This design comes from an exercise in tuning for small area, a short achievable clock period and few clock cycles per item on the open sky130 flow, not from production work. No functional check of the RTL was part of any run shown here. Power is estimated from default activity; no workload was simulated.

`flow/design.v`:
```
module bodega_tx (
    input  wire        clk,
    input  wire        rst,
    input  wire        req_valid,
    input  wire [31:0] req_word,
    output wire        req_ready,
    input  wire [11:0] rd_addr,
    output reg  [15:0] rd_data
);
    localparam [3:0] OP_BIND = 4'h7, OP_QUERY = 4'h8, OP_TARGET = 4'h9,
                     OP_SETP = 4'hA, OP_SET = 4'hB;
    function [7:0] clamp8;
        input [15:0] x;
        reg       inc;
        reg [7:0] s;
        begin
            inc = x[3] & (~x[15] | (|x[2:0]));
            s   = x[11:4] + {7'd0, inc};
            if (x[15])
                clamp8 = (x[14:11] != 4'hF) ? 8'h80 : s;
            else
                clamp8 = ((x[14:11] != 4'h0) || s[7]) ? 8'h7F : s;
        end
    endfunction
    reg [6:0]  p0;
    reg [15:0] p [1:15];
    reg        tx_err, bad_op;
    reg [12:0] tx_ck;              
    reg        k_bq, k_tgt, k_set, k_dual, lenok;
    reg        s_lock;             
    reg        s_power, s_run, s_unitf;
    reg [1:0]  s_bsaver;
    reg [7:0]  s_c1, s_c2, s_c3, s_c4, s_c5, s_c6, s_c7, s_c8, s_c9,
               s_c10, s_c11, s_c12, s_c13, s_c14, s_c15;    
    assign req_ready = 1'b1;
    wire       accept = req_valid;
    wire [3:0] op     = req_word[31:28];
    wire       is_set = accept && op == OP_SET;
    wire       set_ok = is_set && p0[4:3] != 2'd3;
    wire       is_tgt = accept && op == OP_TARGET;
    wire       is_bq  = accept && (op == OP_BIND || op == OP_QUERY);
    wire       build  = set_ok || is_tgt || is_bq;
    wire        is_setp = accept && op == OP_SETP;
    wire [15:0] wdata   = rst ? 16'd0 : req_word[15:0];
    integer j;
    always @(posedge clk) begin
        if (rst || (is_setp && req_word[19:16] == 4'd0))
            p0 <= wdata[6:0];
        for (j = 1; j < 16; j = j + 1)
            if (rst || (is_setp && req_word[19:16] == j))
                p[j] <= wdata;
    end
    always @(posedge clk) begin
        if (rst) begin
            tx_err <= 1'b0;
            bad_op <= 1'b0;
            k_bq   <= 1'b0;
            k_tgt  <= 1'b0;
            k_set  <= 1'b0;
            lenok  <= 1'b0;
        end else if (accept) begin
            bad_op <= (op >= 4'hC);
            if (build) begin
                k_bq   <= is_bq;
                k_tgt  <= is_tgt;
                k_set  <= set_ok;
                lenok  <= 1'b1;
                tx_err <= 1'b0;
            end else if (is_set) begin
                lenok  <= 1'b0;
                tx_err <= 1'b1;
            end
        end
    end
    wire [7:0] dmask = {8{p0[6]}};
    wire [7:0] cl1 = clamp8(p[1]),   cl2 = clamp8(p[2]),   cl3 = clamp8(p[3]),
               cl4 = clamp8(p[4]),   cl5 = p[5][7:0],      cl6 = clamp8(p[6]),
               cl7 = clamp8(p[7]),   cl8 = clamp8(p[8]),   cl9 = clamp8(p[9]),
               cl10 = clamp8(p[10]) & dmask, cl11 = clamp8(p[11]) & dmask,
               cl12 = clamp8(p[12]) & dmask, cl13 = clamp8(p[13]) & dmask,
               cl14 = clamp8(p[14]) & dmask, cl15 = clamp8(p[15]) & dmask;
    wire       op_tgt = op == OP_TARGET;
    wire       op_bq  = op == OP_BIND || op == OP_QUERY;
    wire       lock_d = op_tgt ? req_word[16] : op_bq ? op[3] : p0[0];
    wire [7:0] tgt_c  = clamp8(req_word[15:0]);
    wire [12:0] set_k  = p0[6] ? 13'h21A : 13'h20F;
    wire cs_1 = p0[0] ^ p0[1] ^ p0[2];
    wire cs_2 = (p0[0] & p0[1]) | (p0[0] & p0[2]) | (p0[1] & p0[2]);
    wire cs_3 = p0[5] ^ p0[3] ^ set_k[0];
    wire cs_4 = (p0[5] & p0[3]) | (p0[5] & set_k[0]) | (p0[3] & set_k[0]);
    wire cs_5 = cs_1 ^ cs_3 ^ cl1[0];
    wire cs_6 = (cs_1 & cs_3) | (cs_1 & cl1[0]) | (cs_3 & cl1[0]);
    wire cs_7 = cl2[0] ^ cl3[0] ^ cl4[0];
    wire cs_8 = (cl2[0] & cl3[0]) | (cl2[0] & cl4[0]) | (cl3[0] & cl4[0]);
    wire cs_9 = cl5[0] ^ cl6[0] ^ cl7[0];
    wire cs_10 = (cl5[0] & cl6[0]) | (cl5[0] & cl7[0]) | (cl6[0] & cl7[0]);
    wire cs_11 = cl8[0] ^ cl9[0] ^ cl10[0];
    wire cs_12 = (cl8[0] & cl9[0]) | (cl8[0] & cl10[0]) | (cl9[0] & cl10[0]);
    wire cs_13 = cl11[0] ^ cl12[0] ^ cl13[0];
    wire cs_14 = (cl11[0] & cl12[0]) | (cl11[0] & cl13[0]) | (cl12[0] & cl13[0]);
    wire cs_15 = cl14[0] ^ cl15[0] ^ cs_5;
    wire cs_16 = (cl14[0] & cl15[0]) | (cl14[0] & cs_5) | (cl15[0] & cs_5);
    wire cs_17 = cs_7 ^ cs_9 ^ cs_11;
    wire cs_18 = (cs_7 & cs_9) | (cs_7 & cs_11) | (cs_9 & cs_11);
    wire cs_19 = cs_13 ^ cs_15 ^ cs_17;
    wire cs_20 = (cs_13 & cs_15) | (cs_13 & cs_17) | (cs_15 & cs_17);
    wire cs_21 = p0[4] ^ set_k[1] ^ cs_2;
    wire cs_22 = (p0[4] & set_k[1]) | (p0[4] & cs_2) | (set_k[1] & cs_2);
    wire cs_23 = cs_4 ^ cl1[1] ^ cl2[1];
    wire cs_24 = (cs_4 & cl1[1]) | (cs_4 & cl2[1]) | (cl1[1] & cl2[1]);
    wire cs_25 = cl3[1] ^ cl4[1] ^ cl5[1];
    wire cs_26 = (cl3[1] & cl4[1]) | (cl3[1] & cl5[1]) | (cl4[1] & cl5[1]);
    wire cs_27 = cl6[1] ^ cl7[1] ^ cl8[1];
    wire cs_28 = (cl6[1] & cl7[1]) | (cl6[1] & cl8[1]) | (cl7[1] & cl8[1]);
    wire cs_29 = cl9[1] ^ cl10[1] ^ cl11[1];
    wire cs_30 = (cl9[1] & cl10[1]) | (cl9[1] & cl11[1]) | (cl10[1] & cl11[1]);
    wire cs_31 = cl12[1] ^ cl13[1] ^ cl14[1];
    wire cs_32 = (cl12[1] & cl13[1]) | (cl12[1] & cl14[1]) | (cl13[1] & cl14[1]);
    wire cs_33 = cl15[1] ^ cs_21 ^ cs_6;
    wire cs_34 = (cl15[1] & cs_21) | (cl15[1] & cs_6) | (cs_21 & cs_6);
    wire cs_35 = cs_8 ^ cs_10 ^ cs_12;
    wire cs_36 = (cs_8 & cs_10) | (cs_8 & cs_12) | (cs_10 & cs_12);
    wire cs_37 = cs_14 ^ cs_23 ^ cs_25;
    wire cs_38 = (cs_14 & cs_23) | (cs_14 & cs_25) | (cs_23 & cs_25);
    wire cs_39 = cs_27 ^ cs_29 ^ cs_31;
    wire cs_40 = (cs_27 & cs_29) | (cs_27 & cs_31) | (cs_29 & cs_31);
    wire cs_41 = cs_16 ^ cs_18 ^ cs_33;
    wire cs_42 = (cs_16 & cs_18) | (cs_16 & cs_33) | (cs_18 & cs_33);
    wire cs_43 = cs_35 ^ cs_37 ^ cs_39;
    wire cs_44 = (cs_35 & cs_37) | (cs_35 & cs_39) | (cs_37 & cs_39);
    wire cs_45 = cs_20 ^ cs_41 ^ cs_43;
    wire cs_46 = (cs_20 & cs_41) | (cs_20 & cs_43) | (cs_41 & cs_43);
    wire cs_47 = set_k[2] ^ cl1[2] ^ cl2[2];
    wire cs_48 = (set_k[2] & cl1[2]) | (set_k[2] & cl2[2]) | (cl1[2] & cl2[2]);
    wire cs_49 = cl3[2] ^ cl4[2] ^ cl5[2];
    wire cs_50 = (cl3[2] & cl4[2]) | (cl3[2] & cl5[2]) | (cl4[2] & cl5[2]);
    wire cs_51 = cl6[2] ^ cl7[2] ^ cl8[2];
    wire cs_52 = (cl6[2] & cl7[2]) | (cl6[2] & cl8[2]) | (cl7[2] & cl8[2]);
    wire cs_53 = cl9[2] ^ cl10[2] ^ cl11[2];
    wire cs_54 = (cl9[2] & cl10[2]) | (cl9[2] & cl11[2]) | (cl10[2] & cl11[2]);
    wire cs_55 = cl12[2] ^ cl13[2] ^ cl14[2];
    wire cs_56 = (cl12[2] & cl13[2]) | (cl12[2] & cl14[2]) | (cl13[2] & cl14[2]);
    wire cs_57 = cl15[2] ^ cs_22 ^ cs_24;
    wire cs_58 = (cl15[2] & cs_22) | (cl15[2] & cs_24) | (cs_22 & cs_24);
    wire cs_59 = cs_26 ^ cs_28 ^ cs_30;
    wire cs_60 = (cs_26 & cs_28) | (cs_26 & cs_30) | (cs_28 & cs_30);
    wire cs_61 = cs_32 ^ cs_47 ^ cs_49;
    wire cs_62 = (cs_32 & cs_47) | (cs_32 & cs_49) | (cs_47 & cs_49);
    wire cs_63 = cs_51 ^ cs_53 ^ cs_55;
    wire cs_64 = (cs_51 & cs_53) | (cs_51 & cs_55) | (cs_53 & cs_55);
    wire cs_65 = cs_34 ^ cs_36 ^ cs_38;
    wire cs_66 = (cs_34 & cs_36) | (cs_34 & cs_38) | (cs_36 & cs_38);
    wire cs_67 = cs_40 ^ cs_57 ^ cs_59;
    wire cs_68 = (cs_40 & cs_57) | (cs_40 & cs_59) | (cs_57 & cs_59);
    wire cs_69 = cs_61 ^ cs_63 ^ cs_42;
    wire cs_70 = (cs_61 & cs_63) | (cs_61 & cs_42) | (cs_63 & cs_42);
    wire cs_71 = cs_44 ^ cs_65 ^ cs_67;
    wire cs_72 = (cs_44 & cs_65) | (cs_44 & cs_67) | (cs_65 & cs_67);
    wire cs_73 = cs_46 ^ cs_69 ^ cs_71;
    wire cs_74 = (cs_46 & cs_69) | (cs_46 & cs_71) | (cs_69 & cs_71);
    wire cs_75 = set_k[3] ^ cl1[3] ^ cl2[3];
    wire cs_76 = (set_k[3] & cl1[3]) | (set_k[3] & cl2[3]) | (cl1[3] & cl2[3]);
    wire cs_77 = cl3[3] ^ cl4[3] ^ cl5[3];
    wire cs_78 = (cl3[3] & cl4[3]) | (cl3[3] & cl5[3]) | (cl4[3] & cl5[3]);
    wire cs_79 = cl6[3] ^ cl7[3] ^ cl8[3];
    wire cs_80 = (cl6[3] & cl7[3]) | (cl6[3] & cl8[3]) | (cl7[3] & cl8[3]);
    wire cs_81 = cl9[3] ^ cl10[3] ^ cl11[3];
    wire cs_82 = (cl9[3] & cl10[3]) | (cl9[3] & cl11[3]) | (cl10[3] & cl11[3]);
    wire cs_83 = cl12[3] ^ cl13[3] ^ cl14[3];
    wire cs_84 = (cl12[3] & cl13[3]) | (cl12[3] & cl14[3]) | (cl13[3] & cl14[3]);
    wire cs_85 = cl15[3] ^ cs_48 ^ cs_50;
    wire cs_86 = (cl15[3] & cs_48) | (cl15[3] & cs_50) | (cs_48 & cs_50);
    wire cs_87 = cs_52 ^ cs_54 ^ cs_56;
    wire cs_88 = (cs_52 & cs_54) | (cs_52 & cs_56) | (cs_54 & cs_56);
    wire cs_89 = cs_75 ^ cs_77 ^ cs_79;
    wire cs_90 = (cs_75 & cs_77) | (cs_75 & cs_79) | (cs_77 & cs_79);
    wire cs_91 = cs_81 ^ cs_83 ^ cs_58;
    wire cs_92 = (cs_81 & cs_83) | (cs_81 & cs_58) | (cs_83 & cs_58);
    wire cs_93 = cs_60 ^ cs_62 ^ cs_64;
    wire cs_94 = (cs_60 & cs_62) | (cs_60 & cs_64) | (cs_62 & cs_64);
    wire cs_95 = cs_85 ^ cs_87 ^ cs_89;
    wire cs_96 = (cs_85 & cs_87) | (cs_85 & cs_89) | (cs_87 & cs_89);
    wire cs_97 = cs_66 ^ cs_68 ^ cs_91;
    wire cs_98 = (cs_66 & cs_68) | (cs_66 & cs_91) | (cs_68 & cs_91);
    wire cs_99 = cs_93 ^ cs_95 ^ cs_70;
    wire cs_100 = (cs_93 & cs_95) | (cs_93 & cs_70) | (cs_95 & cs_70);
    wire cs_101 = cs_72 ^ cs_97 ^ cs_74;
    wire cs_102 = (cs_72 & cs_97) | (cs_72 & cs_74) | (cs_97 & cs_74);
    wire cs_103 = set_k[4] ^ cl1[4] ^ cl2[4];
    wire cs_104 = (set_k[4] & cl1[4]) | (set_k[4] & cl2[4]) | (cl1[4] & cl2[4]);
    wire cs_105 = cl3[4] ^ cl4[4] ^ cl5[4];
    wire cs_106 = (cl3[4] & cl4[4]) | (cl3[4] & cl5[4]) | (cl4[4] & cl5[4]);
    wire cs_107 = cl6[4] ^ cl7[4] ^ cl8[4];
    wire cs_108 = (cl6[4] & cl7[4]) | (cl6[4] & cl8[4]) | (cl7[4] & cl8[4]);
    wire cs_109 = cl9[4] ^ cl10[4] ^ cl11[4];
    wire cs_110 = (cl9[4] & cl10[4]) | (cl9[4] & cl11[4]) | (cl10[4] & cl11[4]);
    wire cs_111 = cl12[4] ^ cl13[4] ^ cl14[4];
    wire cs_112 = (cl12[4] & cl13[4]) | (cl12[4] & cl14[4]) | (cl13[4] & cl14[4]);
    wire cs_113 = cl15[4] ^ cs_76 ^ cs_78;
    wire cs_114 = (cl15[4] & cs_76) | (cl15[4] & cs_78) | (cs_76 & cs_78);
    wire cs_115 = cs_80 ^ cs_82 ^ cs_84;
    wire cs_116 = (cs_80 & cs_82) | (cs_80 & cs_84) | (cs_82 & cs_84);
    wire cs_117 = cs_103 ^ cs_105 ^ cs_107;
    wire cs_118 = (cs_103 & cs_105) | (cs_103 & cs_107) | (cs_105 & cs_107);
    wire cs_119 = cs_109 ^ cs_111 ^ cs_86;
    wire cs_120 = (cs_109 & cs_111) | (cs_109 & cs_86) | (cs_111 & cs_86);
    wire cs_121 = cs_88 ^ cs_90 ^ cs_113;
    wire cs_122 = (cs_88 & cs_90) | (cs_88 & cs_113) | (cs_90 & cs_113);
    wire cs_123 = cs_115 ^ cs_117 ^ cs_92;
    wire cs_124 = (cs_115 & cs_117) | (cs_115 & cs_92) | (cs_117 & cs_92);
    wire cs_125 = cs_94 ^ cs_96 ^ cs_119;
    wire cs_126 = (cs_94 & cs_96) | (cs_94 & cs_119) | (cs_96 & cs_119);
    wire cs_127 = cs_121 ^ cs_98 ^ cs_123;
    wire cs_128 = (cs_121 & cs_98) | (cs_121 & cs_123) | (cs_98 & cs_123);
    wire cs_129 = cs_125 ^ cs_100 ^ cs_127;
    wire cs_130 = (cs_125 & cs_100) | (cs_125 & cs_127) | (cs_100 & cs_127);
    wire cs_131 = set_k[5] ^ cl1[5] ^ cl2[5];
    wire cs_132 = (set_k[5] & cl1[5]) | (set_k[5] & cl2[5]) | (cl1[5] & cl2[5]);
    wire cs_133 = cl3[5] ^ cl4[5] ^ cl5[5];
    wire cs_134 = (cl3[5] & cl4[5]) | (cl3[5] & cl5[5]) | (cl4[5] & cl5[5]);
    wire cs_135 = cl6[5] ^ cl7[5] ^ cl8[5];
    wire cs_136 = (cl6[5] & cl7[5]) | (cl6[5] & cl8[5]) | (cl7[5] & cl8[5]);
    wire cs_137 = cl9[5] ^ cl10[5] ^ cl11[5];
    wire cs_138 = (cl9[5] & cl10[5]) | (cl9[5] & cl11[5]) | (cl10[5] & cl11[5]);
    wire cs_139 = cl12[5] ^ cl13[5] ^ cl14[5];
    wire cs_140 = (cl12[5] & cl13[5]) | (cl12[5] & cl14[5]) | (cl13[5] & cl14[5]);
    wire cs_141 = cl15[5] ^ cs_104 ^ cs_106;
    wire cs_142 = (cl15[5] & cs_104) | (cl15[5] & cs_106) | (cs_104 & cs_106);
    wire cs_143 = cs_108 ^ cs_110 ^ cs_112;
    wire cs_144 = (cs_108 & cs_110) | (cs_108 & cs_112) | (cs_110 & cs_112);
    wire cs_145 = cs_131 ^ cs_133 ^ cs_135;
    wire cs_146 = (cs_131 & cs_133) | (cs_131 & cs_135) | (cs_133 & cs_135);
    wire cs_147 = cs_137 ^ cs_139 ^ cs_114;
    wire cs_148 = (cs_137 & cs_139) | (cs_137 & cs_114) | (cs_139 & cs_114);
    wire cs_149 = cs_116 ^ cs_118 ^ cs_141;
    wire cs_150 = (cs_116 & cs_118) | (cs_116 & cs_141) | (cs_118 & cs_141);
    wire cs_151 = cs_143 ^ cs_145 ^ cs_120;
    wire cs_152 = (cs_143 & cs_145) | (cs_143 & cs_120) | (cs_145 & cs_120);
    wire cs_153 = cs_122 ^ cs_147 ^ cs_149;
    wire cs_154 = (cs_122 & cs_147) | (cs_122 & cs_149) | (cs_147 & cs_149);
    wire cs_155 = cs_124 ^ cs_126 ^ cs_151;
    wire cs_156 = (cs_124 & cs_126) | (cs_124 & cs_151) | (cs_126 & cs_151);
    wire cs_157 = cs_153 ^ cs_128 ^ cs_155;
    wire cs_158 = (cs_153 & cs_128) | (cs_153 & cs_155) | (cs_128 & cs_155);
    wire cs_159 = set_k[6] ^ cl1[6] ^ cl2[6];
    wire cs_160 = (set_k[6] & cl1[6]) | (set_k[6] & cl2[6]) | (cl1[6] & cl2[6]);
    wire cs_161 = cl3[6] ^ cl4[6] ^ cl5[6];
    wire cs_162 = (cl3[6] & cl4[6]) | (cl3[6] & cl5[6]) | (cl4[6] & cl5[6]);
    wire cs_163 = cl6[6] ^ cl7[6] ^ cl8[6];
    wire cs_164 = (cl6[6] & cl7[6]) | (cl6[6] & cl8[6]) | (cl7[6] & cl8[6]);
    wire cs_165 = cl9[6] ^ cl10[6] ^ cl11[6];
    wire cs_166 = (cl9[6] & cl10[6]) | (cl9[6] & cl11[6]) | (cl10[6] & cl11[6]);
    wire cs_167 = cl12[6] ^ cl13[6] ^ cl14[6];
    wire cs_168 = (cl12[6] & cl13[6]) | (cl12[6] & cl14[6]) | (cl13[6] & cl14[6]);
    wire cs_169 = cl15[6] ^ cs_132 ^ cs_134;
    wire cs_170 = (cl15[6] & cs_132) | (cl15[6] & cs_134) | (cs_132 & cs_134);
    wire cs_171 = cs_136 ^ cs_138 ^ cs_140;
    wire cs_172 = (cs_136 & cs_138) | (cs_136 & cs_140) | (cs_138 & cs_140);
    wire cs_173 = cs_159 ^ cs_161 ^ cs_163;
    wire cs_174 = (cs_159 & cs_161) | (cs_159 & cs_163) | (cs_161 & cs_163);
    wire cs_175 = cs_165 ^ cs_167 ^ cs_142;
    wire cs_176 = (cs_165 & cs_167) | (cs_165 & cs_142) | (cs_167 & cs_142);
    wire cs_177 = cs_144 ^ cs_146 ^ cs_169;
    wire cs_178 = (cs_144 & cs_146) | (cs_144 & cs_169) | (cs_146 & cs_169);
    wire cs_179 = cs_171 ^ cs_173 ^ cs_148;
    wire cs_180 = (cs_171 & cs_173) | (cs_171 & cs_148) | (cs_173 & cs_148);
    wire cs_181 = cs_150 ^ cs_175 ^ cs_177;
    wire cs_182 = (cs_150 & cs_175) | (cs_150 & cs_177) | (cs_175 & cs_177);
    wire cs_183 = cs_152 ^ cs_154 ^ cs_179;
    wire cs_184 = (cs_152 & cs_154) | (cs_152 & cs_179) | (cs_154 & cs_179);
    wire cs_185 = cs_181 ^ cs_156 ^ cs_183;
    wire cs_186 = (cs_181 & cs_156) | (cs_181 & cs_183) | (cs_156 & cs_183);
    wire cs_187 = set_k[7] ^ cl1[7] ^ cl2[7];
    wire cs_188 = (set_k[7] & cl1[7]) | (set_k[7] & cl2[7]) | (cl1[7] & cl2[7]);
    wire cs_189 = cl3[7] ^ cl4[7] ^ cl5[7];
    wire cs_190 = (cl3[7] & cl4[7]) | (cl3[7] & cl5[7]) | (cl4[7] & cl5[7]);
    wire cs_191 = cl6[7] ^ cl7[7] ^ cl8[7];
    wire cs_192 = (cl6[7] & cl7[7]) | (cl6[7] & cl8[7]) | (cl7[7] & cl8[7]);
    wire cs_193 = cl9[7] ^ cl10[7] ^ cl11[7];
    wire cs_194 = (cl9[7] & cl10[7]) | (cl9[7] & cl11[7]) | (cl10[7] & cl11[7]);
    wire cs_195 = cl12[7] ^ cl13[7] ^ cl14[7];
    wire cs_196 = (cl12[7] & cl13[7]) | (cl12[7] & cl14[7]) | (cl13[7] & cl14[7]);
    wire cs_197 = cl15[7] ^ cs_160 ^ cs_162;
    wire cs_198 = (cl15[7] & cs_160) | (cl15[7] & cs_162) | (cs_160 & cs_162);
    wire cs_199 = cs_164 ^ cs_166 ^ cs_168;
    wire cs_200 = (cs_164 & cs_166) | (cs_164 & cs_168) | (cs_166 & cs_168);
    wire cs_201 = cs_187 ^ cs_189 ^ cs_191;
    wire cs_202 = (cs_187 & cs_189) | (cs_187 & cs_191) | (cs_189 & cs_191);
    wire cs_203 = cs_193 ^ cs_195 ^ cs_170;
    wire cs_204 = (cs_193 & cs_195) | (cs_193 & cs_170) | (cs_195 & cs_170);
    wire cs_205 = cs_172 ^ cs_174 ^ cs_197;
    wire cs_206 = (cs_172 & cs_174) | (cs_172 & cs_197) | (cs_174 & cs_197);
    wire cs_207 = cs_199 ^ cs_201 ^ cs_176;
    wire cs_208 = (cs_199 & cs_201) | (cs_199 & cs_176) | (cs_201 & cs_176);
    wire cs_209 = cs_178 ^ cs_203 ^ cs_205;
    wire cs_210 = (cs_178 & cs_203) | (cs_178 & cs_205) | (cs_203 & cs_205);
    wire cs_211 = cs_180 ^ cs_182 ^ cs_207;
    wire cs_212 = (cs_180 & cs_182) | (cs_180 & cs_207) | (cs_182 & cs_207);
    wire cs_213 = cs_209 ^ cs_184 ^ cs_211;
    wire cs_214 = (cs_209 & cs_184) | (cs_209 & cs_211) | (cs_184 & cs_211);
    wire cs_215 = set_k[8] ^ cs_188 ^ cs_190;
    wire cs_216 = (set_k[8] & cs_188) | (set_k[8] & cs_190) | (cs_188 & cs_190);
    wire cs_217 = cs_192 ^ cs_194 ^ cs_196;
    wire cs_218 = (cs_192 & cs_194) | (cs_192 & cs_196) | (cs_194 & cs_196);
    wire cs_219 = cs_198 ^ cs_200 ^ cs_202;
    wire cs_220 = (cs_198 & cs_200) | (cs_198 & cs_202) | (cs_200 & cs_202);
    wire cs_221 = cs_215 ^ cs_217 ^ cs_204;
    wire cs_222 = (cs_215 & cs_217) | (cs_215 & cs_204) | (cs_217 & cs_204);
    wire cs_223 = cs_206 ^ cs_219 ^ cs_208;
    wire cs_224 = (cs_206 & cs_219) | (cs_206 & cs_208) | (cs_219 & cs_208);
    wire cs_225 = cs_210 ^ cs_221 ^ cs_212;
    wire cs_226 = (cs_210 & cs_221) | (cs_210 & cs_212) | (cs_221 & cs_212);
    wire cs_227 = cs_223 ^ cs_214 ^ cs_225;
    wire cs_228 = (cs_223 & cs_214) | (cs_223 & cs_225) | (cs_214 & cs_225);
    wire cs_229 = set_k[9] ^ cs_216 ^ cs_218;
    wire cs_230 = (set_k[9] & cs_216) | (set_k[9] & cs_218) | (cs_216 & cs_218);
    wire cs_231 = cs_220 ^ cs_229 ^ cs_222;
    wire cs_232 = (cs_220 & cs_229) | (cs_220 & cs_222) | (cs_229 & cs_222);
    wire cs_233 = cs_224 ^ cs_231 ^ cs_226;
    wire cs_234 = (cs_224 & cs_231) | (cs_224 & cs_226) | (cs_231 & cs_226);
    wire cs_235 = set_k[10] ^ cs_230 ^ cs_232;
    wire cs_236 = (set_k[10] & cs_230) | (set_k[10] & cs_232) | (cs_230 & cs_232);
    wire [12:0] set_s0 = {set_k[12], set_k[11], cs_234, cs_228, cs_227, cs_186, cs_158, cs_130, cs_102, cs_99, cs_73, cs_45, cs_19};
    wire [12:0] set_s1 = {1'b0, cs_236, cs_235, cs_233, 1'b0, cs_213, cs_185, cs_157, cs_129, cs_101, 1'b0, 1'b0, 1'b0};
    wire [12:0] set_ck = set_s0 + set_s1;
    wire [12:0] tgt_ck = 13'h205 + {12'd0, req_word[16]} + {5'd0, tgt_c};
    wire [12:0] ck_next = op_tgt ? tgt_ck : op_bq ? {3'd0, op[3], {9{~op[3]}}} : set_ck;
    always @(posedge clk) begin
        if (rst || build)
            tx_ck <= rst ? 13'd0 : ck_next;
    end
    always @(posedge clk) begin
        if (is_tgt || is_bq || set_ok)
            s_lock <= lock_d;
        if (is_tgt || set_ok)
            s_c1 <= op_tgt ? tgt_c : cl1;
        if (set_ok) begin
            k_dual   <= p0[6];
            s_power  <= p0[1];
            s_run    <= p0[2];
            s_bsaver <= p0[4:3];
            s_unitf  <= p0[5];
            s_c2  <= cl2;
            s_c3  <= cl3;
            s_c4  <= cl4;
            s_c5  <= cl5;
            s_c6  <= cl6;
            s_c7  <= cl7;
            s_c8  <= cl8;
            s_c9  <= cl9;
            s_c10 <= cl10;
            s_c11 <= cl11;
            s_c12 <= cl12;
            s_c13 <= cl13;
            s_c14 <= cl14;
            s_c15 <= cl15;
        end
    end
    wire [15:0] ck = {3'd0, tx_ck};
    reg [4:0] len5;
    always @(*) begin
        if (!lenok)      len5 = 5'd0;
        else if (k_bq)   len5 = 5'd6;
        else if (k_tgt)  len5 = 5'd7;
        else if (k_dual) len5 = 5'd31;
        else             len5 = 5'd20;
    end
    wire [4:0] b = rd_addr[4:0];
    reg  [7:0] byte_at;
    always @(*) begin
        case (b)
        5'd0, 5'd1: byte_at = 8'hFE;
        5'd2:  byte_at = k_bq ? 8'h03 : k_tgt ? 8'h04 : k_dual ? 8'h1C : 8'h11;
        5'd3:  byte_at = k_set ? 8'h02 : k_tgt ? {6'd1, s_lock, ~s_lock} : {7'd0, s_lock};
        5'd4:  byte_at = k_bq ? ck[15:8] : k_tgt ? s_c1 : {7'd0, s_lock};
        5'd5:  byte_at = k_bq ? ck[7:0] : k_tgt ? ck[15:8] : {7'd0, s_power};
        5'd6:  byte_at = k_tgt ? ck[7:0] : {7'd0, s_run};
        5'd7:  byte_at = {6'd0, s_bsaver};
        5'd8:  byte_at = s_c1;
        5'd9:  byte_at = s_c2;
        5'd10: byte_at = s_c3;
        5'd11: byte_at = s_c4;
        5'd12: byte_at = s_c5;
        5'd13: byte_at = {7'd0, s_unitf};
        5'd14: byte_at = s_c6;
        5'd15: byte_at = s_c7;
        5'd16: byte_at = s_c8;
        5'd17: byte_at = s_c9;
        5'd18: byte_at = k_dual ? s_c10 : ck[15:8];
        5'd19: byte_at = k_dual ? 8'h00 : ck[7:0];
        5'd21: byte_at = s_c11;
        5'd22: byte_at = s_c12;
        5'd23: byte_at = s_c13;
        5'd24: byte_at = s_c14;
        5'd25: byte_at = s_c15;
        5'd29: byte_at = ck[15:8];
        5'd30: byte_at = ck[7:0];
        default: byte_at = 8'h00;
        endcase
    end
    always @(*) begin
        rd_data = 16'd0;
        if (rd_addr[11:9] == 3'b100) begin
            if (rd_addr[8:5] == 4'd0 && b < len5)
                rd_data = {8'd0, byte_at};
        end else if (rd_addr[11:4] == 8'h02) begin
            rd_data = (rd_addr[3:0] == 4'd0) ? {9'd0, p0} : p[rd_addr[3:0]];
        end else begin
            case (rd_addr)
            12'h000: rd_data = {6'd0, bad_op, tx_err, 1'b0, tx_err, 6'd0};
            12'h003: rd_data = {11'd0, len5};
            12'h005: rd_data = ck;
            default: rd_data = 16'd0;
            endcase
        end
    end
endmodule
```
`flow/run.sh`:
```
#!/bin/bash
# synth_recipe.tcl (not shown) runs the flow's synth.tcl, then flattens the netlist and writes it again
# the make line also repeats each setting of config.mk as NAME=value (left out here)
make -C /OpenROAD-flow-scripts/flow DESIGN_CONFIG=/design/flow/config.mk WORK_HOME=/design/flow/orfs CLKGATE_MAP_FILE= SYNTH_SCRIPT=/design/flow/synth_recipe.tcl finish
```
`flow/config.mk`:
```
export PLATFORM = sky130hd
export DESIGN_NAME = bodega_tx
export DESIGN_NICKNAME = bodega_tx
export VERILOG_FILES = /design/flow/design.v
export SDC_FILE = /design/flow/constraint.sdc
export NUM_CORES = 4
export LEC_CHECK = 0
export CAP_MARGIN = 20
export CORE_MARGIN = 2
export CORE_UTILIZATION = 40
export SETUP_SLACK_MARGIN = 5
export SLEW_MARGIN = 20
```
`flow/constraint.sdc`:
```
create_clock -name core_clock -period 12.0 [get_ports {clk}]
set_input_delay 2.4000 -clock core_clock [delete_from_list [all_inputs] [get_ports {clk}]]
set_output_delay 2.4000 -clock core_clock [all_outputs]
set_load 0.01 [all_outputs]
```
==> impl_results.md, run 1 <==
- Number of nets with antenna violations after detailed routing: 0
- Placer congestion estimate: 1.07
- Count of warnings emitted by yosys: 18
- Max VDD drop: 729 uV
- Total of buffers placed on input and output ports: 54
- Placed Instances: 2851
- Worst-case hold slack: 0.520 ns
- Total iterations of the first detailed-routing run: 8
- Cell area after synthesis: 24000 um^2
- DRC violation count after routing: 0
- Clk_skew: 0.0379 ns
- Critical Path Slowest Stage Cell: sky130_fd_sc_hd__nor4_4
- Maximum cell stage delay along the critical path: 0.53 ns
- Syn-to-layout area delta: 21.7%
- Count of hold-fix buffers inserted at cts: 0
- Area share of the leading cell type in the synthesized netlist: 0.483
- Cell taking the most area after synthesis: sky130_fd_sc_hd__edfxtp_1
- Floorplan die width: 249 um
- CTS Sinks: 393
- Type of the worst min-delay path: flop to flop
- Starting DRT DRC Count: 3048
- Startpoint-to-endpoint class of the critical path: primary input to output pin
- Slew margin rel.: 0.156
- Post-CTS clock slew at the launch and capture registers of the worst setup and hold paths: 0.06 ns
- Type of element launching the critical path: primary input
- Starting density of the core: 0.406
- Floorplan Core Area: 59200 um^2
- Layout cell share with drive strength beyond 1: 0.201
- Clock buffer count from CTS: 47
- Cells after synthesis: 2082
- Min Tclk post-route: 7.08 ns
- Most common cell after layout, fill and taps aside: sky130_fd_sc_hd__edfxtp_1
- Post-route cell area: 29300 um^2
- Delay-heaviest family, CP: simple AND/OR/NAND/NOR gates
- Vertical extent of the die: 249 um
- Routed length per instance: 38.0 um
- Ports placed on the boundary: 64
- Post-route insts no fill: 3037
- N_diodes: 0
- Sequential share of the synthesized area: 0.488
- Post-synthesis compound-gate area fraction: 0.151
- Final hold viol count: 0
- Initial antenna violation count: 2
- Mux cell area share after synthesis: 0.0238
- Register bit total from synthesis: 393
- GRT Util Overall: 0.363
- Final wirelength: 115000 um
- Worst-path fanout max: 5
- Worst path arrival time: 4.68 ns
- Critical path data required time: 9.60 ns
- Mean post-synth cell area: 11.5 um^2
- Largest net degree at the start of global routing: 76
- Wire length of the first global-routing pass: 154000 um
- Standard-cell row count: 89
- Average via count per standard cell: 6.58
- Commonest cells after routing, fill and taps aside: sky130_fd_sc_hd__edfxtp_1 (387), sky130_fd_sc_hd__inv_1 (217), sky130_fd_sc_hd__nand2_1 (131)
- Post-synth EDFFs: 387
- Synthesized Nets: 2292
- Final nets: 2442
- Count of fill cells added during filler insertion: 5320
- Worst setup EP type: output pin
- CTS H-tree depth: 2
- Power per Cell Area: 289 nW/um^2
- RSZ-0062 raised after global routing: true
- Critical-path cell list: dlygate4sd2_1, or4_4, nor2_4, nand3_4, buf_6, buf_12, nor4_4, o22ai_2, buf_2
- Max Fclk: 0.141 GHz
- Post-synthesis async set-or-reset flop share: 0
- Max Transition Viols Final: 0
- Xor and xnor area share after synthesis: 0.0295
- Clock Path Buffers: 3
- Leading cell types by total area after synthesis: sky130_fd_sc_hd__edfxtp_1 (48%), sky130_fd_sc_hd__fa_1 (9.2%), sky130_fd_sc_hd__inv_1 (3.5%), sky130_fd_sc_hd__ha_1 (2.7%), sky130_fd_sc_hd__a21oi_1 (2.4%)
- Die area: 62100 um^2
- Grt ovf: 0
- Slew at the pin closest to its max-slew limit: 1.25 ns
- Clock latency reported for the late side of the worst-skew pair: 0.63 ns
- Static leakage: 0.0109 uW
- Via count of the first global-routing pass: 18800
- # Max-Cap Violations: 0
- Combinational family with the most area after synthesis: compound AO/OA/AOI/OAI gates
- Post-DP HPWL: 83600 um
- Area share of fa/ha/maj cells after synthesis: 0.119
- Simple-gate share of the synthesized area: 0.122
- Total Negative Setup Slacks: 0 ns
- Run status: finished clean
- CTS tree: built
- Final-report setup violation count: 0
- Power, Total: 8450 uW
- Cell area after placement: 25200 um^2
- Count of cell types in the netlist: 110
- Primary flip-flop cell chosen by synthesis mapping: sky130_fd_sc_hd__edfxtp_1
- CTS Root Cell: sky130_fd_sc_hd__clkbuf_16
- Via Count: 20000
- Ratio of final minimum period to clock period: 0.590
- Buffers and inverters on the worst path: 4
-- cell usage after synthesis, drive strengths merged, types with 14 or more instances --
cell      n
edfxtp  387
inv     231
nand2   143
nor2    117
a21oi   116
fa      111
nand3   104
o21ai    94
buf      79
ha       52
xnor2    41
xor2     40
mux2i    34
nor2b    30
a22oi    28
nor3     28
and3     27
nand4    24
o21a     24
a22o     21
a32oi    21
a221oi   19
nor4     19
a21o     17
clkbuf   17
mux2     16
a31oi    15
o41a     14
-- stage by stage --
step	setup WS, ns	utilization
after floorplan	5.74	-
after global placement	3.47	0.426
after detailed placement	3.48	0.426
after CTS	4.81	0.484
after global routing	4.91	0.494
final	4.92	0.494
-- cells by family (layout without fill, tap and decap cells) --
kind of cell | count (synthesis) | after routing
compound gates | 505 | 505
simple gates | 559 | 561
xor+xnor | 81 | 81
other cells | 1 | 1
buf+inv | 328 | 508
flops | 393 | 393
mux | 52 | 52
fa+ha+maj | 163 | 163
-- worst register-to-register path, stage by stage (launching register included) --
cell and delay (ns):
sky130_fd_sc_hd__edfxtp_1 0.46, sky130_fd_sc_hd__inv_2 0.13, sky130_fd_sc_hd__o41a_1 0.41, sky130_fd_sc_hd__ha_2 0.31
sky130_fd_sc_hd__nand3_4 0.10, sky130_fd_sc_hd__nor2_4 0.16, sky130_fd_sc_hd__nand3_4 0.12, sky130_fd_sc_hd__a21oi_4 0.26
sky130_fd_sc_hd__nand2_2 0.16, sky130_fd_sc_hd__o21a_1 0.20, sky130_fd_sc_hd__fa_1 0.50, sky130_fd_sc_hd__fa_1 0.38
sky130_fd_sc_hd__inv_1 0.14, sky130_fd_sc_hd__fa_1 0.19, sky130_fd_sc_hd__inv_1 0.08, sky130_fd_sc_hd__fa_1 0.48
sky130_fd_sc_hd__inv_1 0.10, sky130_fd_sc_hd__fa_1 0.44, sky130_fd_sc_hd__fa_2 0.62, sky130_fd_sc_hd__ha_1 0.33
sky130_fd_sc_hd__a21o_4 0.27, sky130_fd_sc_hd__a21o_1 0.22, sky130_fd_sc_hd__a21oi_2 0.18, sky130_fd_sc_hd__nor2_1 0.09
sky130_fd_sc_hd__xnor2_2 0.31, sky130_fd_sc_hd__o22ai_1 0.11
-- power by group --
part / switching, uW / internal, uW / leakage (uW) / total (uW)
registers: 133 / 1720 / 0.00374 / 1850
logic: 3120 / 1950 / 0.00640 / 5070
clock network: 621 / 909 / 0.000773 / 1530
total: 3870 / 4580 / 0.0109 / 8450
-- metal layers --
layer,wire length (um),up-vias,global-route usage
met2,48600,1558,0.538
met5,40,-,0
met4,9670,2,0.238
met1,43400,10000,0.479
li1,-,8020,-
met3,13800,401,0.0843
-- flip-flops by register name, summed over array words and instances, names as in the netlist, 8 cells and up --
name   count
s_c14      8
s_c8       8
p        240
s_c3       8
s_c12      8
s_c2       8
s_c15      8
s_c1       8
s_c11      8
s_c4       8
s_c7       8
s_c10      8
s_c9       8
tx_ck     13
s_c13      8
s_c6       8
s_c5       8
-- final timing paths --
kind / from / end / slack [ns] / cells after the start
worst min-delay path: k_set$_SDFFE_PP0P_ / k_set$_SDFFE_PP0P_ / 0.52 / 2
worst max register to register: p[13][15]$_DFFE_PP_ / tx_ck[9]$_SDFFCE_PP0P_ / 4.94 / 25
worst max-delay path: rd_addr[8] / rd_data[3] / 4.92 / 9
worst min register to register: k_set$_SDFFE_PP0P_ / k_set$_SDFFE_PP0P_ / 0.52 / 2
-- final cells by class --
type,instances,area [um^2],share of cell area
multi-input combinational,1363,11800,0.402
clock buffer,53,1200,0.0410
sequential,393,11700,0.401
inverter,232,893,0.0305
tap,773,967,0.0331
timing repair buffer,195,2300,0.0785
clock inverter,28,389,0.0133
-- repair_timing --
item / 4_1_cts / 5_1_grt
cloned: 12 / 4
endpoints found under the setup margin: 23 / 21
setup buffers: 61 / 28
gates resized for setup: 250 / 80
pin swaps: 42 / 34
==> run 2, diff against run 1 <==
--- a/flow/config.mk
+++ b/flow/config.mk
@@ -12 +12,2 @@
 export SLEW_MARGIN = 20
+export TNS_END_PERCENT = 10
==> run 2 against run 1 <==
Effect of this change:
- clock power about the same
- wire length down 1.4%
- maximum frequency shrank 3.6%
- design area down 1.5%
- sequential power hardly changed
- non-clock buffer count decreased by 23
- power hardly changed
- synthesized cell count stayed put
- critical path depth did not move
- die area unchanged
- core utilization down 0.74 points
- sequential share of layout area increased by 0.61 points
- highest routed layer unchanged
==> impl_results.md, run 2 <==
- # Max-Cap Violations: 0 (unchanged)
- Post-DP HPWL: 83600 um (unchanged)
- Area share of the leading cell type in the synthesized netlist: 0.483 (unchanged)
- Synthesized Nets: 2292 (unchanged)
- Max Transition Viols Final: 0 (unchanged)
- DRC violation count after routing: 0 (unchanged)
- Register-to-register setup slack: 5.03 ns (+0.09 ns)
- Net switching fraction of the power: 0.456 (-0.00239)
- Register with the most flip-flops: p
- Critical-path cell list: buf_16, buf_16, buf_4, mux2_2, o21ai_0, a21oi_1, o31ai_1, o21ai_4, dlygate4sd2_1
- Max VDD drop: 713 uV (-2.2%)
- Type of the worst min-delay path: flop to flop
- Maximum cell stage delay along the critical path: 0.53 ns (about the same)
- CTS H-tree depth: 2 (unchanged)
- Register bit total from synthesis: 393 (unchanged)
- Total of buffers placed on input and output ports: 54 (unchanged)
- Initial antenna violation count: 7 (+5)
- Cell area after placement: 25200 um^2 (unchanged)
- Max Fclk: 0.136 GHz (-3.6%)
- RSZ-0062 raised after global routing: true
- Cells after synthesis: 2082 (unchanged)
- Run status: finished clean
- Startpoint of the most critical register-to-register path: p[13][15]$_DFFE_PP_
- Post-CTS clock slew at the launch and capture registers of the worst setup and hold paths: 0.05 ns (about the same)
- Die area: 62100 um^2 (unchanged)
- Final wirelength: 114000 um (-1.4%)
- GRT Util Overall: 0.363 (-0.000784)
- Post-synth top cells: sky130_fd_sc_hd__edfxtp_1 (387), sky130_fd_sc_hd__inv_1 (227), sky130_fd_sc_hd__nand2_1 (143)
- Post-route cell area: 28800 um^2 (-1.5%)
- Mean post-synth cell area: 11.5 um^2 (unchanged)
- Worst-path fanout max: 17 (+12)
- Via count of the first global-routing pass: 18700 (-0.64%)
- CTS tree: built
- Clk_skew: 0.0332 ns (-0.00473 ns)
- Placed Instances: 2851 (unchanged)
- CTS Root Cell: sky130_fd_sc_hd__clkbuf_16
- Type of element launching the critical path: primary input
- Ratio of final minimum period to clock period: 0.612 (+0.0218)
- Slew margin rel.: 0.128 (-0.0278)
- Grt ovf: 0 (unchanged)
- Critical path data required time: 9.60 ns (about the same)
- Standard-cell row count: 89 (unchanged)
- Starting density of the core: 0.406 (unchanged)
- Post-route insts no fill: 3015 (-0.72%)
- Min Tclk post-route: 7.34 ns (+0.262 ns)
- Clock latency reported for the late side of the worst-skew pair: 0.62 ns (about the same)
- Cell area after synthesis: 24000 um^2 (unchanged)
- Net switching component of the power: 3850 uW (-0.55%)
- Routed length per instance: 37.8 um (-0.71%)
- Registers with the most flip-flops: p: 240 flops, tx_ck: 13 flops
- Post-synth EDFFs: 387 (unchanged)
- Average via count per standard cell: 6.53 (-0.69%)
- Total Negative Setup Slacks: 0 ns (unchanged)
- Count of cell types in the netlist: 110 (unchanged)
- Final-report setup violation count: 0 (unchanged)
- Commonest cells after routing, fill and taps aside: sky130_fd_sc_hd__edfxtp_1 (387), sky130_fd_sc_hd__inv_1 (220), sky130_fd_sc_hd__nand2_1 (132)
- Worst setup EP type: output pin
- FF-to-FF End: tx_ck[9]$_SDFFCE_PP0P_
- Static leakage: 0.0107 uW (-2.2%)
- Relative contribution of sequential cells to total power: 0.219 (about the same)
- Floorplan die width: 249 um (unchanged)
- Total iterations of the first detailed-routing run: 8 (unchanged)
- Crit path to: rd_data[5]
- Cell taking the most area after synthesis: sky130_fd_sc_hd__edfxtp_1
- Internal power consumption: 4600 uW (+0.41%)
- Most frequently used cell type in the post-synthesis netlist: sky130_fd_sc_hd__edfxtp_1
- Placer congestion estimate: 1.07 (unchanged)
- Final hold viol count: 0 (unchanged)
- Worst path arrival time: 4.94 ns (+0.26 ns)
- Clock network power share: 0.180 (about the same)
- Worst setup startpoint: rd_addr[0]
- CTS Sinks: 393 (unchanged)
- Vertical extent of the die: 249 um (unchanged)
- Clock Path Buffers: 3 (unchanged)
- Levels on crit path: 9 (unchanged)
- Post-synthesis async set-or-reset flop share: 0 (unchanged)
- R2R cell count: 26 (+4.0%)
- Cell seen most often among critical-path stages: sky130_fd_sc_hd__buf_16
- Power per Cell Area: 293 nW/um^2 (+1.5%)
- Primary flip-flop cell chosen by synthesis mapping: sky130_fd_sc_hd__edfxtp_1
- Layout cell share with drive strength beyond 1: 0.180 (-0.0207)
- Wire length of the first global-routing pass: 154000 um (-0.26%)
- Starting DRT DRC Count: 3241 (+6.3%)
- Sequential share of the synthesized area: 0.488 (unchanged)
- Count of warnings emitted by yosys: 18 (unchanged)
- Slew at the pin closest to its max-slew limit: 1.29 ns (+0.0413 ns)
- Ports placed on the boundary: 64 (unchanged)
- Critical Path Slowest Stage Cell: sky130_fd_sc_hd__o31ai_1
- Portion of total power attributed to combinational logic: 0.601 (about the same)
- Final nets: 2419 (-0.94%)
- Floorplan Core Area: 59200 um^2 (unchanged)
- Buffers and inverters on the worst path: 4 (unchanged)
- Via Count: 19700 (-1.4%)
- Most common cell after layout, fill and taps aside: sky130_fd_sc_hd__edfxtp_1
- Clock buffer count from CTS: 47 (unchanged)
- Delay-heaviest family, CP: compound AO/OA/AOI/OAI gates
- Flip-flop count of the largest register after layout: 240 (unchanged)
- Largest net degree at the start of global routing: 76 (unchanged)
- Syn-to-layout area delta: 19.8%
- Count of fill cells added during filler insertion: 5343 (+0.43%)
- Leading cell types by total area after synthesis: sky130_fd_sc_hd__edfxtp_1 (48%), sky130_fd_sc_hd__fa_1 (9.2%), sky130_fd_sc_hd__inv_1 (3.5%), sky130_fd_sc_hd__ha_1 (2.7%), sky130_fd_sc_hd__a21oi_1 (2.4%)
- Startpoint-to-endpoint class of the critical path: primary input to output pin
- Number of nets with antenna violations after detailed routing: 0 (unchanged)
-- run 2: what timing repair did --
action                                  in CTS  in global routing
pin swaps                                   27                 32
resized for setup                          196                 74
setup buffers                               46                 24
hold buffers                                 0                  0
endpoints found under the setup margin      23                 22
cloned                                      12                  0
-- run 2: cell families after synthesis --
logic type / after synthesis / synth area share
AND/OR/NAND/NOR: 559 / 0.122
AO/OA/AOI/OAI: 505 / 0.151
flip-flops: 393 / 0.488
buffers and inverters: 328 / 0.0652
adder cells (fa/ha/maj): 163 / 0.119
XOR/XNOR: 81 / 0.0295
multiplexers: 52 / 0.0238
other: 1 / 0.000156
-- run 2: cell type report --
class,instances,area (um^2),share of cell area
Inverter,232,891,0.0309
Antenna cell,1,2.50,0.0000868
Multi-Input combinational cell,1363,11600,0.404
Sequential cell,393,11700,0.407
Clock buffer,53,1200,0.0416
Timing Repair Buffer,172,1990,0.0692
Clock inverter,28,389,0.0135
Tap cell,773,967,0.0336
-- run 2: routing by layer --
layer	GRT usage	vias to the layer above	share of wire
li1	-	7979	-
met1	0.483	9833	0.38
met2	0.543	1542	0.43
met3	0.0771	342	0.11
met4	0.223	4	0.081
met5	0	-	0.00025
-- run 2: metrics by stage --
| stage | total power [uW] | utilization | hold slack (ns) | setup WS, ns |
|---|---|---|---|---|
| after global routing | 8740 | 0.486 | 0.547 | 4.74 |
| after floorplan | 4390 | - | 0.439 | 5.74 |
| after CTS | 7910 | 0.479 | 0.511 | 4.80 |
| after detailed placement | 6070 | 0.426 | 0.505 | 3.48 |
| after global placement | 6020 | 0.426 | 0.496 | 3.47 |
| final | 8450 | 0.486 | 0.518 | 4.66 |
-- run 2: worst min-delay path by stage --
stage	start	to	cells after the start
3_5_place_dp	k_set$_SDFFE_PP0P_	k_set$_SDFFE_PP0P_	2
2_1_floorplan	tx_err$_SDFFE_PP0P_	tx_err$_SDFFE_PP0P_	2
4_1_cts	k_set$_SDFFE_PP0P_	k_set$_SDFFE_PP0P_	2
5_1_grt	bad_op$_SDFFE_PP0P_	bad_op$_SDFFE_PP0P_	2
6_report	k_set$_SDFFE_PP0P_	k_set$_SDFFE_PP0P_	2
3_3_place_gp	k_set$_SDFFE_PP0P_	k_set$_SDFFE_PP0P_	2
-- run 2: tightest hold or removal path, delay by kind of cell (launching register included) --
kind	cells	cell delay, ns
simple gates	1	0.07
compound gates	1	0.06
flops	1	0.34
-- run 2: power groups by stage --
stage | logic (uW) | clock network [uW] | registers, uW
floorplan | 2600 | 0 | 1790
global placement | 4160 | 0 | 1860
detailed placement | 4210 | 0 | 1860
CTS | 4540 | 1530 | 1840
global route | 5320 | 1580 | 1850
finish | 5080 | 1520 | 1850

## static timing again, ports no longer ideal
The results above use ideal ports. As a check the final layouts listed here were re-extracted and re-timed, cells and wires unchanged. Step 1 (the two cells are an assumption about what drives the block):
set clk [get_ports {clk}]
set_driving_cell -lib_cell sky130_fd_sc_hd__clkbuf_16 $clk
set_driving_cell -lib_cell sky130_fd_sc_hd__buf_2 [delete_from_list [all_inputs] $clk]
Step 2, shift: input delay + t, output delay - t, t = (earliest + latest rising clock arrival at the registers) / 2. This alone moves slack from input paths to output paths. Slacks: ideal / step 1 / step 2; pairs: ideal / step 1.
| run | t (ns) | setup slack, ns | hold slack, ns | slew at the worst register clock pin (ns) | worst data-port slew with drivers (ns) |
|---|---|---|---|---|---|
| run 1 | 0.665 | 4.922 / 4.662 / 4.662 | 0.520 / 0.520 / 0.520 | 0.07 / 0.07 | 0.33 |
| run 2 | 0.657 | 4.660 / 4.466 / 4.466 | 0.518 / 0.518 / 0.518 | 0.07 / 0.07 | 0.34 |
After both steps every run listed still meets setup and hold. The setup slack of run 1, which loses most, moves by -0.260 ns with the drivers and by -0.260 ns with both steps.
